Source: an optimization exercise on an open RTL-to-GDS flow (aim: small area, a short achievable clock period and few clock cycles). Production flows keep margins and buffers that such runs may drop.
RTL that was checked went through simulation tests only; none was proved equivalent to the original.
Power and IR drop assume default switching activity.

Design lwc_spe, start of the top module:
module lwc_spe (
    input  wire       clk,
    input  wire       rst,             
    input  wire       req_valid,
    output wire       req_ready,
    input  wire [1:0] req_op,          
    input  wire [7:0] req_in_len,
    input  wire [7:0] req_key_len,
    input  wire [7:0] req_ad_len,
    input  wire [7:0] req_nonce_len,   
    output reg  [1:0] buf_sel,         
    output reg  [7:0] buf_addr,
    input  wire [7:0] buf_data,
    output wire       res_valid,
    input  wire       res_ready,
    output wire [7:0] res_data,
    output wire       rsp_valid,
    input  wire       rsp_ready,
    output reg        rsp_ok,
    output reg  [3:0] rsp_err_class,
    output reg  [3:0] rsp_err_stage,
    output reg  [7:0] rsp_err_code,
    output wire       rsp_err_known,
    output reg        rsp_trace_valid,
    output reg        rsp_flags_valid,
    output reg        rsp_key_is_done,
    output reg        rsp_input_min_len,
    output wire       tx_valid,
    input  wire       tx_ready,
    output reg  [7:0] tx_data,
    output wire       tx_last,
    output wire       link_flush,
    input  wire       rx_valid,
    output wire       rx_ready,
    input  wire [7:0] rx_data,
    input  wire       rx_last,
    input  wire       rx_empty,        
    output wire       inst_arm,
    output wire       cap_req,
    input  wire       cap_done,
    input  wire       cap_timeout,
    output wire       inst_trace,
    output wire       ent_req,
    input  wire [7:0] ent_data
);
==> flow/config.mk <==
export PLATFORM = sky130hd
export DESIGN_NAME = lwc_spe
export DESIGN_NICKNAME = lwc_spe
export VERILOG_FILES = /design/flow/design.v
export SDC_FILE = /design/flow/constraint.sdc
export NUM_CORES = 4
export LEC_CHECK = 0
export CAP_MARGIN = 20
export CORE_MARGIN = 2
export CORE_UTILIZATION = 40
export SETUP_SLACK_MARGIN = 4.0
export SLEW_MARGIN = 20
==> flow/constraint.sdc <==
create_clock -name core_clock -period 7.0 [get_ports {clk}]
set_input_delay 1.4000 -clock core_clock [delete_from_list [all_inputs] [get_ports {clk}]]
set_output_delay 1.4000 -clock core_clock [all_outputs]
set_load 0.01 [all_outputs]
standard.sh (not shown) runs the stock make flow with config.mk's settings and CLKGATE_MAP_FILE= SYNTH_SCRIPT=/design/flow/synth_recipe.tcl, a recipe that flattens the netlist after the stock synthesis.
==> flow/flow/run.sh <==
#!/bin/bash
# The standard layout, with two changes to how the ports are buffered: each port
# gets a sky130_fd_sc_hd__buf_2 instead of the smallest buffer, and timing repair
# may resize cells across footprints. Every tool's output goes to flow_make.log
# here (and ORFS's own per-step logs under orfs/logs/).
set -euo pipefail
bash standard.sh MATCH_CELL_FOOTPRINT=0 \
    "BUFFER_PORTS_ARGS=-buffer_cell sky130_fd_sc_hd__buf_2" finish > flow_make.log 2>&1
Change:
==> flow/run.sh (new file) <==
#!/bin/bash
# synth_recipe.tcl (not shown) runs the flow's synth.tcl, then flattens the netlist and writes it again
# the make line also repeats each setting of config.mk as NAME=value (left out here)
make -C /OpenROAD-flow-scripts/flow DESIGN_CONFIG=/design/flow/config.mk WORK_HOME=/design/flow/orfs CLKGATE_MAP_FILE= SYNTH_SCRIPT=/design/flow/synth_recipe.tcl finish
removed: flow/flow/run.sh
removed: flow/standard.sh
Outcome: The new run produced a clean layout; worst setup slack gets worse by 0.15 ns; cell area rose by 2.9%; via count is higher by 1.3%; total power is higher by 5.1%; routed wire length went up by 2.2%; flip-flop and latch count is unchanged; fmax falls by 4.7%; sequential share of layout area drops by 2.0 points.
No functional check of the RTL was part of any run of this note.

---

lwc_spe, a different RTL version from the one above (not shown whole).
Size: about 2400 cells after synthesis, ~1200 flip-flops, about 130 I/O pins, roughly 42000 sq um of cells after synthesis.
export LEC_CHECK = 0
export ABC_AREA = 1
export CAP_MARGIN = 20
export CORE_MARGIN = 2
export CORE_UTILIZATION = 65
export CTS_CLUSTER_DIAMETER = 50
export CTS_CLUSTER_SIZE = 25
export SETUP_SLACK_MARGIN = 4.4
export SLEW_MARGIN = 20
create_clock -name core_clock -period 7.0 [get_ports {clk}]
==> flow/flow/run.sh <==
#!/bin/bash
# The standard layout, with two changes to how the ports are buffered: each port
# gets a sky130_fd_sc_hd__buf_2 instead of the smallest buffer, and timing repair
# may resize cells across footprints. Every tool's output goes to flow_make.log
# here (and ORFS's own per-step logs under orfs/logs/).
set -euo pipefail
bash standard.sh MATCH_CELL_FOOTPRINT=0 \
    "BUFFER_PORTS_ARGS=-buffer_cell sky130_fd_sc_hd__buf_2" finish > flow_make.log 2>&1
Testbench counts at the start, summed over its fixed seeds: cycles 73,899.
Change:
--- a/flow/config.mk
+++ b/flow/config.mk
@@ -6,5 +6,4 @@
 export NUM_CORES = 4
 export LEC_CHECK = 0
-export ABC_AREA = 1
 export CAP_MARGIN = 20
 export CORE_MARGIN = 2
@@ -12,4 +11,5 @@
 export CTS_CLUSTER_DIAMETER = 50
 export CTS_CLUSTER_SIZE = 25
-export SETUP_SLACK_MARGIN = 4.4
+export PLACE_DENSITY = 0.72
+export SETUP_SLACK_MARGIN = 4.3
 export SLEW_MARGIN = 20
=> The changed run went through all stages and came out clean. Flip-flop and latch count does not change. Global-route usage decreases by 2.3 points. Routed wire length falls by roughly a tenth. Worst setup slack gets better by 0.061 ns. Die area stays flat.
Change:
--- a/flow/config.mk
+++ b/flow/config.mk
@@ -11,5 +11,4 @@
 export CTS_CLUSTER_DIAMETER = 50
 export CTS_CLUSTER_SIZE = 25
-export PLACE_DENSITY = 0.72
-export SETUP_SLACK_MARGIN = 4.3
+export SETUP_SLACK_MARGIN = 4.0
 export SLEW_MARGIN = 20
The changed run finished with timing, DRC and antenna clean.
Critical path depth increases by 5.
Sequential cell count stays the same.
Total power decreases by about 0.7%.
Utilization decreases by 0.98 points.
Worst hold slack gains 0.0062 ns.
Fmax decreases by about 7%.
Worst setup slack loses 0.19 ns.
Clock power increases by about 3%.
Sequential share of layout area increases by 0.96 points.
Via count decreases by 2.1%.

---

T:
Another version of the RTL of lwc_spe (not shown whole).
Size in the first run: roughly 2200 cells after synthesis, ~1200 flip-flops, roughly 130 I/O pins, roughly 42000 µm² of cells after synthesis.
==> flow/config.mk <==
export PLATFORM = sky130hd
export DESIGN_NAME = lwc_spe
export DESIGN_NICKNAME = lwc_spe
export VERILOG_FILES = /design/flow/design.v
export SDC_FILE = /design/flow/constraint.sdc
export NUM_CORES = 4
export LEC_CHECK = 0
export CAP_MARGIN = 20
export CORE_MARGIN = 2
export CORE_UTILIZATION = 65
export CTS_CLUSTER_DIAMETER = 50
export CTS_CLUSTER_SIZE = 25
export SETUP_SLACK_MARGIN = 4.5
export SLEW_MARGIN = 20
==> flow/constraint.sdc <==
create_clock -name core_clock -period 7.0 [get_ports {clk}]
set_input_delay 1.4000 -clock core_clock [delete_from_list [all_inputs] [get_ports {clk}]]
set_output_delay 1.4000 -clock core_clock [all_outputs]
set_load 0.01 [all_outputs]
Scripts as last shown in full above: flow/flow/run.sh
Testbench counts of T, summed over its fixed seeds: cycles 73,899.
Setup changes, T to S
Settings: CORE_UTILIZATION changed from 65 to 40; CTS_CLUSTER_SIZE removed (was 25); CTS_CLUSTER_DIAMETER removed (was 50).
## What came out
No stage failed in S, and the final checks on the layout all came back clean. As far as post-detailed-route DRC marker count goes, T and S are indistinguishable; the numbers are identical. Run comparison: T top routing layer in use met5; S top routing layer in use met4. Against T as the reference, S delivers a lower power density over the cells. Taking T as the reference point, the effective utilization at floorplan of S falls by 25 points. Between S and T, synthesis-to-finish area growth is higher for S, T comes in under that. Internal power component (higher): S. Relative to T, part of the cycle the worst path needs has gone down in S.

---

lwc_spe with an RTL version that a note above also has.
Size: ~2200 cells after synthesis, roughly 130 I/O pins, roughly 0.042 sq mm of cells after synthesis.
==> flow/config.mk <==
export PLATFORM = sky130hd
export DESIGN_NAME = lwc_spe
export DESIGN_NICKNAME = lwc_spe
export VERILOG_FILES = /design/flow/design.v
export SDC_FILE = /design/flow/constraint.sdc
export NUM_CORES = 4
export LEC_CHECK = 0
export CAP_MARGIN = 20
export CORE_MARGIN = 2
export CORE_UTILIZATION = 65
export CTS_CLUSTER_DIAMETER = 50
export CTS_CLUSTER_SIZE = 25
export SETUP_SLACK_MARGIN = 4.8
export SLEW_MARGIN = 20
==> flow/constraint.sdc <==
create_clock -name core_clock -period 7.0 [get_ports {clk}]
set_input_delay 1.4000 -clock core_clock [delete_from_list [all_inputs] [get_ports {clk}]]
set_output_delay 1.4000 -clock core_clock [all_outputs]
set_load 0.01 [all_outputs]
Scripts as last shown in full above: flow/flow/run.sh
Testbench counts at the start, summed over its fixed seeds: cycles 73,899.
Next try:
--- a/flow/config.mk
+++ b/flow/config.mk
@@ -13 +13 @@
-export SETUP_SLACK_MARGIN = 4.8
+export SETUP_SLACK_MARGIN = 4.3
Result: The new run finished with timing, DRC and antenna clean. Cell count shrinks by 3.1%. Final area shrinks by 4.1%. Die area stays the same. Via count shrinks by 5.3%. Synthesized cell count stays the same. Clock skew grows by 0.015 ns. Worst setup slack gets worse by 0.043 ns.
Next try:
--- a/flow/config.mk
+++ b/flow/config.mk
@@ -13 +13 @@
-export SETUP_SLACK_MARGIN = 4.3
+export SETUP_SLACK_MARGIN = 4.5
Outcome: Power stays flat. Critical path depth shrinks by 8. Register-to-register slack gains 0.13 ns. Synthesized cell count is unchanged. Routed wire length grows by 0.88%.
Next try:
--- a/flow/config.mk
+++ b/flow/config.mk
@@ -10 +10 @@
-export CORE_UTILIZATION = 65
+export CORE_UTILIZATION = 72
@@ -13 +13,2 @@
-export SETUP_SLACK_MARGIN = 4.5
+export PLACE_DENSITY = 0.78
+export SETUP_SLACK_MARGIN = 4.4
- sequential share of layout area goes up by 1.1 points
- routed wire length rises by 29%
- core utilization rises by 7.4 points
- global-route usage goes up by 10 points
- sequential power rose by about 1%
- clock-buffer cell count falls by 10
- critical path depth increases by 7
- design area decreases by 1.5%
- power climbs by 1.3%

---

Setup of red:
Starting RTL as in the previous note.
export LEC_CHECK = 0
export CAP_MARGIN = 20
export CORE_MARGIN = 2
export CORE_UTILIZATION = 65
export CTS_CLUSTER_DIAMETER = 50
export CTS_CLUSTER_SIZE = 25
export SETUP_SLACK_MARGIN = 4.15
export SLEW_MARGIN = 20
create_clock -name core_clock -period 7.0 [get_ports {clk}]
Scripts as last shown in full above: flow/flow/run.sh
red has completed all stages; timing, DRC and antenna checks passed.
Testbench counts of red, summed over its fixed seeds: cycles 73,899.
Relative to red, the following input files were edited for blue:
Settings: SETUP_SLACK_MARGIN: 4.15 -> 4.4.
Notes after the runs:
- Sort red and blue by global-route usage, ascending, and red comes first.
- Changes observed in blue relative to red: count of vias placed by the detailed router rose by about 1.7%, average via count per standard cell stayed essentially flat.
- NOTE final cell count without fillers red->blue increased slightly

-- re-timing with driven ports --
The results above use ideal ports. As a check the final layouts listed here were re-extracted and re-timed, cells and wires unchanged.
Step 1 assumes that a clkbuf_16 drives the clock port and a buf_2 every other input.
Step 2 moves the port delays by t, midway between the first and last clock arrival at a register: inputs arrive t later, outputs are due t later. That takes back most of the time a late clock gives input paths.
Slacks: ideal / step 1 / step 2; pairs: ideal / step 1.
run | t (ns) | setup WS [ns] | pins driven straight from the clock port
the first run of note 1 | 0.750 | 4.034 / 4.016 / 3.266 | 1
the second run of note 1 | 0.757 | 3.889 / 3.889 / 3.267 | 1
the first run of note 2 | 0.727 | 4.207 / 4.142 / 3.704 | 1
the second run of note 2 | 0.724 | 4.269 / 4.201 / 3.596 | 1
the third run of note 2 | 0.718 | 4.074 / 4.074 / 3.410 | 1
T | 0.715 | 3.833 / 3.785 / 3.070 | 1
S | 0.744 | 4.029 / 4.052 / 3.308 | 1
the first run of note 4 | 0.728 | 4.304 / 4.237 / 3.645 | 1
the second run of note 4 | 0.723 | 4.261 / 4.212 / 3.548 | 1
the third run of note 4 | 0.721 | 4.222 / 4.155 / 3.626 | 1
the fourth run of note 4 | 0.730 | 4.167 / 4.167 / 3.593 | 1
red | 0.736 | 4.175 / 4.151 / 3.483 | 1
blue | 0.711 | 4.258 / 4.195 / 3.608 | 1
After both steps setup and hold are still met in every run listed. For the first run of note 1, which loses most, drivers alone change the setup slack by -0.018 ns; drivers and shift together by -0.768 ns.
